Context: an optimization exercise on an open-source flow, tuned for a short achievable clock period and few clock cycles. The choices shown serve that exercise and are no tape-out recipe. The RTL was checked by simulation tests, not by an equivalence proof against the original design. Power and IR drop assume default switching activity.

==> inputs of run Y <==
// bjt_cpu
module bjt_cpu (
    input  wire        clk,
    input  wire        rst,         
    output wire [15:0] rom_addr,
    input  wire [7:0]  rom_rdata,
    output wire [15:0] ram_addr,
    output wire [7:0]  ram_wdata,
    output wire        ram_we,
    input  wire [7:0]  ram_rdata,
    output wire        halted,
    input  wire [4:0]  dbg_sel,
    output reg  [7:0]  dbg_data
);
==> flow/config.mk <==
export PLATFORM = sky130hd
export DESIGN_NAME = bjt_cpu
export DESIGN_NICKNAME = bjt_cpu
export VERILOG_FILES = /design/flow/design.v
export SDC_FILE = /design/flow/constraint.sdc
export NUM_CORES = 4
export LEC_CHECK = 0
export ABC_CLOCK_PERIOD_IN_PS = 3800
export CAP_MARGIN = 40
export CORE_MARGIN = 2
export CORE_UTILIZATION = 30
export SETUP_SLACK_MARGIN = 3.0
export SLEW_MARGIN = 40
==> flow/constraint.sdc <==
create_clock -name core_clock -period 7.0 [get_ports {clk}]
set_input_delay 1.4000 -clock core_clock [delete_from_list [all_inputs] [get_ports {clk}]]
set_output_delay 1.4000 -clock core_clock [all_outputs]
set_load 0.01 [all_outputs]
run.sh (not shown) runs the stock make flow with config.mk's settings and CLKGATE_MAP_FILE= SYNTH_SCRIPT=/design/flow/synth_recipe.tcl, a recipe that flattens the netlist after the stock synthesis.
==> inputs of run Z, as changes to run Y <==
--- a/flow/design.v
+++ b/flow/design.v
@@ -100,13 +100,12 @@
     reg [1:0]  fb0_len;     
     reg        fb0_jc;      
     reg [15:0] r_seq;       
     reg [NE-1:0] c_v;
     reg [TB-1:0] c_tag [0:NE-1];
     reg [23:0]   c_d   [0:NE-1];
-    reg [1:0]    c_k   [0:NE-1];    
     reg [15:0]   c_n   [0:NE-1];    
     reg        xv;
     reg [7:0]  xop, xb1, xb2;
     reg [15:0] xpc;         
     reg [1:0]  xs;          
     reg [6:0]  xa_oh, xb_oh, xd_oh;    
@@ -115,26 +114,25 @@
     reg [NR-1:0] fr_v;
     reg [7:0]    fr_a  [0:NR-1];        
     reg [7:0]    fr_a3 [0:NR-1];        
     reg [7:0]    fr_bp [0:NR-1];
     reg [15:0]   fr_pc [0:NR-1];
     reg [2:0]    fr_ptr;
-    reg [6:0]  xc_immw;     
     reg        xc_sub, xc_imm, xc_adc, xc_sbc, xc_arith, xc_flags, xc_aluw;
     reg [1:0]  pq;          
     reg [7:0]  pq_hi;       
-    reg        pm;              
+    reg [15:0] rom_addr_r;      
     reg        o_rom_dir;       
     reg        o_hi_ff;         
     reg [7:0]  o_lo;            
     reg [2:0]  o_lo_sel;        
     reg [6:0]  o_wd_oh;         
     reg        o_wd_q;          
     reg [7:0]  o_wd;
     reg        ram_we_r, halt_r;
-    assign rom_addr  = o_rom_dir ? {rbnk, radr} : pm ? pf_bpc : fbpc;
+    assign rom_addr  = o_rom_dir ? {rbnk, radr} : rom_addr_r;
     assign ram_addr  = {o_hi_ff ? 8'hFF : rbnk,
                         ({8{o_lo_sel[0]}} & radr) | ({8{o_lo_sel[1]}} & rsp) |
                         ({8{o_lo_sel[2]}} & o_lo)};
     assign ram_wdata = rdoh(o_wd_oh, ra, rb, rc, rsp, rbp, rbnk, radr) |
                        ({8{o_wd_q}} & o_wd);
     assign ram_we    = ram_we_r;
@@ -234,15 +232,71 @@
         if (rd_pc)       rd_tgt = {rbnk, radr};
         else if (rd_rhi) rd_tgt = {ram_rdata, fpc[7:0]};
         else if (rd_rlo) rd_tgt = {fpc[15:8], ram_rdata};
         else             rd_tgt = {xb1, xb2};
     end
     reg       wb_en;
+    reg [7:0] wb_val;
     always @(*) begin
         wb_en  = xc_arith || is_nand || is_imm || is_ldrom || is_ldram ||
                  is_ldidx || is_pop;
+        wb_val = alu_res;
+        if (xc_arith)
+            wb_val = alu_res;
+        else if (is_nand)
+            wb_val = ~(va & vb);
+        else if (is_imm)
+            wb_val = xb1;
+        else if (is_ldrom)
+            wb_val = rom_rdata;
+        else if (is_ldram || is_ldidx || is_pop)
+            wb_val = ram_rdata;
+    end
+    reg [7:0] ra_d, rb_d, rc_d, rsp_d, rbp_d, rbnk_d, radr_d;
+    reg       fz_d, fc_d, fo_d, fn_d;
+    always @(*) begin
+        ra_d = ra; rb_d = rb; rc_d = rc; rsp_d = rsp; rbp_d = rbp;
+        rbnk_d = rbnk; radr_d = radr;
+        fz_d = fz; fc_d = fc; fo_d = fo; fn_d = fn;
+        if (rst) begin
+            ra_d = 8'h00; rb_d = 8'h00; rc_d = 8'h00; rsp_d = 8'h00;
+            rbp_d = 8'h00; rbnk_d = 8'h00; radr_d = 8'h00;
+            fz_d = 1'b0; fc_d = 1'b0; fo_d = 1'b0; fn_d = 1'b0;
+        end else if (x_go && !is_stop) begin
+            if (is_push)
+                rsp_d = rsp_p1;
+            if (is_pop)
+                rsp_d = rsp_m1;
+            if (is_link) begin
+                rsp_d = rsp_p3;
+                rbp_d = rsp_p3;
+            end
+            if (is_ret && xs == 2'd2) begin
+                rsp_d = rbp_m;
+                rbp_d = ram_rdata;
+            end
+            if (ret_hit) begin
+                rsp_d = rbp_m3;
+                rbp_d = fh_bp;
+            end
+            if (wb_en) begin
+                if (xd_oh[0]) ra_d   = wb_val;
+                if (xd_oh[1]) rb_d   = wb_val;
+                if (xd_oh[2]) rc_d   = wb_val;
+                if (xd_oh[3]) rsp_d  = wb_val;
+                if (xd_oh[4]) rbp_d  = wb_val;
+                if (xd_oh[5]) rbnk_d = wb_val;
+                if (xd_oh[6]) radr_d = wb_val;
+            end
+            if (xc_flags) begin
+                fz_d = alu_z;
+                fn_d = alu_res[7];
+                fo_d = alu_res[7] && !alu_prev[7];
+                fc_d = !is_cmp && alu_c;
+            end
+        end
     end
     wire fwb_en = is_imm || is_ldrom || is_ldram || is_ldidx || is_pop;
     wire [7:0] fwb_val = is_imm ? xb1 : is_ldrom ? rom_rdata : ram_rdata;
     reg [7:0] fa_d, fb_d, fcr_d, fsp_d, fbp_d, fbnk_d, fadr_d;
     always @(*) begin
         fa_d = ra; fb_d = rb; fcr_d = rc; fsp_d = rsp; fbp_d = rbp;
@@ -276,32 +330,12 @@
         end
     end
     wire x_mod_rbp = x_go && !is_stop &&
                      (is_link || (is_ret && (xs == 2'd2 || ret_hit)) ||
                       (wb_en && xd_oh[4]));
     wire [6:0] alu_wmask = (x_go && xc_aluw) ? xd_oh : 7'd0;
-    wire [7:0] alu_val = xc_arith ? alu_res : ~(va & vb);
-    wire [7:0] ra_d   = rst ? 8'h00 : alu_wmask[0] ? alu_val : fa_d;
-    wire [7:0] rb_d   = rst ? 8'h00 : alu_wmask[1] ? alu_val : fb_d;
-    wire [7:0] rc_d   = rst ? 8'h00 : alu_wmask[2] ? alu_val : fcr_d;
-    wire [7:0] rsp_d  = rst ? 8'h00 : alu_wmask[3] ? alu_val : fsp_d;
-    wire [7:0] rbp_d  = rst ? 8'h00 : alu_wmask[4] ? alu_val : fbp_d;
-    wire [7:0] rbnk_d = rst ? 8'h00 : alu_wmask[5] ? alu_val : fbnk_d;
-    wire [7:0] radr_d = rst ? 8'h00 : alu_wmask[6] ? alu_val : fadr_d;
-    reg        fz_d, fc_d, fo_d, fn_d;
-    always @(*) begin
-        fz_d = fz; fc_d = fc; fo_d = fo; fn_d = fn;
-        if (rst) begin
-            fz_d = 1'b0; fc_d = 1'b0; fo_d = 1'b0; fn_d = 1'b0;
-        end else if (x_go && xc_flags) begin
-            fz_d = alu_z;
-            fn_d = alu_res[7];
-            fo_d = alu_res[7] && !alu_prev[7];
-            fc_d = !is_cmp && alu_c;
-        end
-    end
     always @(posedge clk) begin
         ra <= ra_d; rb <= rb_d; rc <= rc_d; rsp <= rsp_d; rbp <= rbp_d;
         rbnk <= rbnk_d; radr <= radr_d;
         fz <= fz_d; fc <= fc_d; fo <= fo_d; fn <= fn_d;
         if (rst)
             xs <= 2'd0;
@@ -342,34 +376,31 @@
             x_haz <= x_accept && n_v && n_haz;
         if (x_go && is_link)
             pq_hi <= xnpc[15:8];
     end
     wire [IB-1:0] fi = fpc[IB-1:0];
     reg [NE-1:0] foh;
-    reg          foh_ok;
     reg [23:0]   rd_d;
-    reg [1:0]    rd_k;
     reg [15:0]   rd_n;
     reg [TB-1:0] rd_t;
     reg          rd_v;
     integer q;
     always @(*) begin
         rd_d = 24'd0;
-        rd_k = 2'd0;
         rd_n = 16'd0;
         rd_t = {TB{1'b0}};
         rd_v = 1'b0;
         for (q = 0; q < NE; q = q + 1) begin
             rd_d = rd_d | ({24{foh[q]}} & c_d[q]);
-            rd_k = rd_k | ({2{foh[q]}} & c_k[q]);
             rd_n = rd_n | ({16{foh[q]}} & c_n[q]);
             rd_t = rd_t | ({TB{foh[q]}} & c_tag[q]);
             rd_v = rd_v | (foh[q] & c_v[q]);
         end
     end
-    wire hit = (fcnt == 2'd0) && foh_ok && rd_v && (rd_t == fpc[15:IB]);
+    wire hit = (fcnt == 2'd0) && rd_v && (rd_t == fpc[15:IB]);
+    reg  pm;                
     wire rom_ok = !x_rom && !pm;
     reg [7:0] r_b1;
     reg       r_done;
     always @(*) begin
         r_b1 = rom_rdata;
         r_done = 1'b0;
@@ -396,15 +427,14 @@
         end else begin
             {i_op, i_b1, i_b2} = {r_op, r_b1, r_b2};
             i_next = r_next;
         end
     end
     wire complete = hit || r_done;
-    wire i_ret = (fcnt == 2'd0) ? rd_k[1] : r_op == 8'h01;
-    wire i_jmp = (fcnt == 2'd0) ? rd_k[0] : r_op == 8'hE0;
-    wire ret_pred = i_ret && lu_hit && !x_mod_rbp;
+    wire ret_pred = i_op == 8'h01 && lu_hit && !x_mod_rbp;
+    wire i_jmp = (i_op == 8'hE0);
     wire i_arith = i_op[7:4] == 4'h4 || i_op[7:4] == 4'h5 || i_op[7:4] == 4'h7 ||
                    i_op[7:4] == 4'h8 || i_op[7:4] == 4'hC || i_op[7:4] == 4'hD;
     wire is_stop_x = xv && is_stop;
     wire deliver = complete && x_accept && !redirect && !is_stop_x;
     reg          lk_v;
     reg [IB-1:0] lk_i;
@@ -443,38 +473,24 @@
     wire [TB-1:0] wtag = fill ? fpc[15:IB] : pf_pc[15:IB];
     wire [15:0]   wnxt = fill ? r_next : p_next;
     integer e;
     always @(posedge clk) begin
         if (wen) begin
             c_d[wi]   <= wdat;
-            c_k[wi]   <= {wdat[23:16] == 8'h01, wdat[23:16] == 8'hE0};
             c_tag[wi] <= wtag;
         end
         for (e = 0; e < NE; e = e + 1) begin
             if (wen && wi == e)
                 c_n[e] <= wnxt;
             else if (lw_v && lw_i == e)
                 c_n[e] <= lw_t;
         end
         lw_i <= lk_i;
         lw_t <= {i_b1, i_b2};
     end
     wire [16:0] fbpc_p1 = ks(fbpc, 16'd1, 1'b0);
-    wire f_spec = !rst && !redirect && x_accept && fcnt == 2'd0 && !is_stop_x;
-    wire [IB-1:0] f_nidx = ret_pred ? lu_pc[IB-1:0] : rd_n[IB-1:0];
-    reg  [IB-1:0] f_oidx;
-    always @(*) begin
-        if (rst)
-            f_oidx = {IB{1'b0}};
-        else if (redirect)
-            f_oidx = rd_tgt[IB-1:0];
-        else if (fcnt != 2'd0 && r_done && x_accept && !is_stop_x)
-            f_oidx = ret_pred ? lu_pc[IB-1:0] : r_next[IB-1:0];
-        else
-            f_oidx = fpc[IB-1:0];
-    end
     reg [15:0] fpc_d, fbpc_d;
     reg [1:0]  fcnt_d;
     always @(*) begin
         fpc_d  = fpc;
         fbpc_d = fbpc;
         fcnt_d = fcnt;
@@ -497,14 +513,13 @@
             fbpc_d = fbpc_p1[15:0];
             fcnt_d = fcnt + 2'd1;
         end
     end
     always @(posedge clk) begin
         fpc  <= fpc_d;
-        foh  <= {{(NE-1){1'b0}}, 1'b1} << (f_spec ? f_nidx : f_oidx);
-        foh_ok <= !f_spec || hit;
+        foh  <= {{(NE-1){1'b0}}, 1'b1} << fpc_d[IB-1:0];
         fbpc <= fbpc_d;
         fcnt <= fcnt_d;
         if (rst) begin
             c_v  <= {NE{1'b0}};
             xv   <= 1'b0;
             lk_v <= 1'b0;
@@ -590,13 +605,12 @@
             xb1  <= i_b1;
             xb2  <= i_b2;
             xpc  <= fpc;
             xa_oh <= slot(i_b1[7:4]);
             xb_oh <= slot(i_b1[3:0]);
             xd_oh <= slot(i_op[3:0]);
-            xc_immw  <= (i_op[7:4] == 4'hA) ? slot(i_op[3:0]) : 7'd0;
             xc_sub   <= i_op[7:4] == 4'h7 || i_op[7:4] == 4'h8 ||
                         i_op[7:4] == 4'hD || i_op[7:4] == 4'h1;
             xc_imm   <= i_op[7:4] == 4'hC || i_op[7:4] == 4'hD;
             xc_adc   <= i_op[7:4] == 4'h5;
             xc_sbc   <= i_op[7:4] == 4'h8;
             xc_arith <= i_arith;
@@ -633,62 +647,50 @@
     wire [6:0] x_wmask = (x_go && !is_stop) ?
         (((wb_en && !is_imm) ? xd_oh : 7'd0) |
          ((is_push || is_pop || is_link || (is_ret && (xs == 2'd2 || ret_hit))) ? 7'b0001000 : 7'd0) |
          ((is_link || (is_ret && (xs == 2'd2 || ret_hit))) ? 7'b0010000 : 7'd0)) : 7'd0;
     wire n_haz = (n_rmask & alu_wmask) != 7'd0 ||
                  ((n_stidx || n_ldidx) && ((na_oh | nb_oh) & x_wmask) != 7'd0);
-    wire [6:0] imm_w = xv ? xc_immw : 7'd0;
+    wire [6:0] imm_w = (x_go && is_imm) ? xd_oh : 7'd0;
     wire [7:0] ia_r   = imm_w[0] ? xb1 : ra;
     wire [7:0] ib_r   = imm_w[1] ? xb1 : rb;
     wire [7:0] ic_r   = imm_w[2] ? xb1 : rc;
     wire [7:0] isp_r  = imm_w[3] ? xb1 : rsp;
     wire [7:0] ibp_r  = imm_w[4] ? xb1 : rbp;
     wire [7:0] ibnk_r = imm_w[5] ? xb1 : rbnk;
     wire [7:0] iadr_r = imm_w[6] ? xb1 : radr;
-    wire [7:0] iv [0:7];
-    assign iv[0] = ia_r;  assign iv[1] = ib_r;  assign iv[2] = ic_r;
-    assign iv[3] = isp_r; assign iv[4] = ibp_r; assign iv[5] = ibnk_r;
-    assign iv[6] = iadr_r; assign iv[7] = 8'h00;         
-    wire [7:0] sa_oh = {~|na_oh, na_oh};
-    wire [7:0] sb_oh = {~|nb_oh, nb_oh};
-    reg  [7:0] n_isum;
-    integer pi, pj;
-    always @(*) begin
-        n_isum = 8'h00;
-        for (pi = 0; pi < 8; pi = pi + 1)
-            for (pj = pi; pj < 8; pj = pj + 1)
-                n_isum = n_isum |
-                    ({8{(sa_oh[pi] && sb_oh[pj]) || (sa_oh[pj] && sb_oh[pi])}} &
-                     add8(iv[pi], iv[pj]));
-    end
+    wire [7:0] n_ia = rdoh(na_oh, ia_r, ib_r, ic_r, isp_r, ibp_r, ibnk_r, iadr_r);
+    wire [7:0] n_ib = rdoh(nb_oh, ia_r, ib_r, ic_r, isp_r, ibp_r, ibnk_r, iadr_r);
     reg [1:0] pq_d;
     always @(*) begin
         if (rst)
             pq_d = 2'd0;
         else if (x_go && is_link)
             pq_d = 2'd2;
         else if (pq != 2'd0)
             pq_d = pq - 2'd1;
         else
             pq_d = 2'd0;
     end
+    reg [15:0] n_rom_addr;
     reg        n_rom_dir, n_hi_ff, n_wd_q, n_ram_we, n_halt;
     reg [7:0]  n_lo, n_wd;
     reg [2:0]  n_lo_sel;
     reg [6:0]  n_wd_oh;
     wire n_pm = pf_v_d && hit && fcnt_d == 2'd0 && !n_rom_dir && !rst;
     always @(*) begin
+        n_rom_addr = n_pm ? pf_bpc_d : fbpc_d;
         n_rom_dir  = 1'b0;
         n_wd_q     = 1'b0;
         n_wd       = 8'h00;
         n_hi_ff    = 1'b0;
         n_lo_sel   = 3'b001;
         n_wd_oh    = 7'd0;
         if (x_accept) begin
             if (n_stidx || n_ldidx) begin
-                n_lo = n_isum;
+                n_lo = add8(n_ia, n_ib);
                 n_lo_sel = 3'b100;
             end else if (n_pop) begin
                 n_lo = add8(fsp_d, 8'hFF);
                 n_lo_sel = 3'b100;
             end else begin
                 n_lo = add8(fbp_d, 8'hFF);
@@ -747,12 +749,13 @@
             n_ram_we = 1'b0;
             n_halt   = 1'b0;
             n_rom_dir = 1'b0;
         end
     end
     always @(posedge clk) begin
+        rom_addr_r <= n_rom_addr;
         pm         <= n_pm;
         o_rom_dir  <= n_rom_dir;
         o_hi_ff    <= n_hi_ff;
         o_lo       <= n_lo;
         o_lo_sel   <= n_lo_sel;
         o_wd_oh    <= n_wd_oh;
==> summary of the runs <==
Against run Y, the routed wire length of run Z is lower by 5.9%. Between run Y and run Z, the lower hold slack is in run Z (gap 0.0020 ns). Against run Y, the clock power of run Z is lower by about 2%. Count of clock-buffer cells in the layout: run Z is higher than run Y (10). Between run Z and run Y, the lower flip-flop and latch count is in run Z (gap 120). Cell area: run Z is lower than run Y (5.0%).
==> figures <==
metric                                                                      run Y              run Z
Adder and majority cell fraction of the synthesized area                    3.21%              2.18%
Outcome                                          no timing/DRC/antenna violations  no timing/DRC/antenna violations
Share of the synthesized area in the top cell type                          61.7%              62.6%
Per-cell via count in the routed design                                      6.41               6.46
Portion of the post-synthesis area used by sequential elements              65.6%              67.1%
Maximum number of pins on one net before global-route repair                   74                 79
Via total after detailed routing                                           155806             146913
Worst hold start                                                lk_i[0]$_DFFE_PP_  lk_i[5]$_DFFE_PP_
Storage cell area                                                     0.124 sq mm        0.120 sq mm
Peak supply drop                                                           322 uV             285 uV
Seq/total area                                                              53.3%              54.3%
Die H                                                                 795 microns        774 microns
Starting utilization of the core area                                       30.1%              30.1%
Data required time at the worst endpoint                                  7.95 ns            7.88 ns
Testbench counts of run Y, summed over its fixed seeds: cycles 58,125.
Testbench counts of run Z, summed over its fixed seeds: cycles 58,125.

static timing again, ports no longer ideal:
The results above use ideal ports. As a check the final layouts listed here were re-extracted and re-timed, cells and wires unchanged. Step 1 (the two cells are an assumption about what drives the block):
set clk [get_ports {clk}]
set_driving_cell -lib_cell sky130_fd_sc_hd__clkbuf_16 $clk
set_driving_cell -lib_cell sky130_fd_sc_hd__buf_2 [delete_from_list [all_inputs] $clk]
Step 2 times the ports against the registers' clock, not the clock port: input delays grow and output delays shrink by t, the midpoint of the rising clock arrivals with the driver on. a / b / c = no drivers / after step 1 / after step 2; a / b = the first two.
run | t (ns) | setup slack, ns | latest minus earliest clock arrival (ns) | slew at the worst register clock pin (ns)
run Y | 1.177 | 2.422 / 2.422 / 1.681 | 0.181 / 0.181 | 0.08 / 0.08
run Z | 1.160 | 2.144 / 2.144 / 1.786 | 0.153 / 0.154 | 0.07 / 0.07
After both steps every run listed still meets setup and hold. For run Y, which loses most, drivers alone change the setup slack by 0.000 ns; drivers and shift together by -0.741 ns.
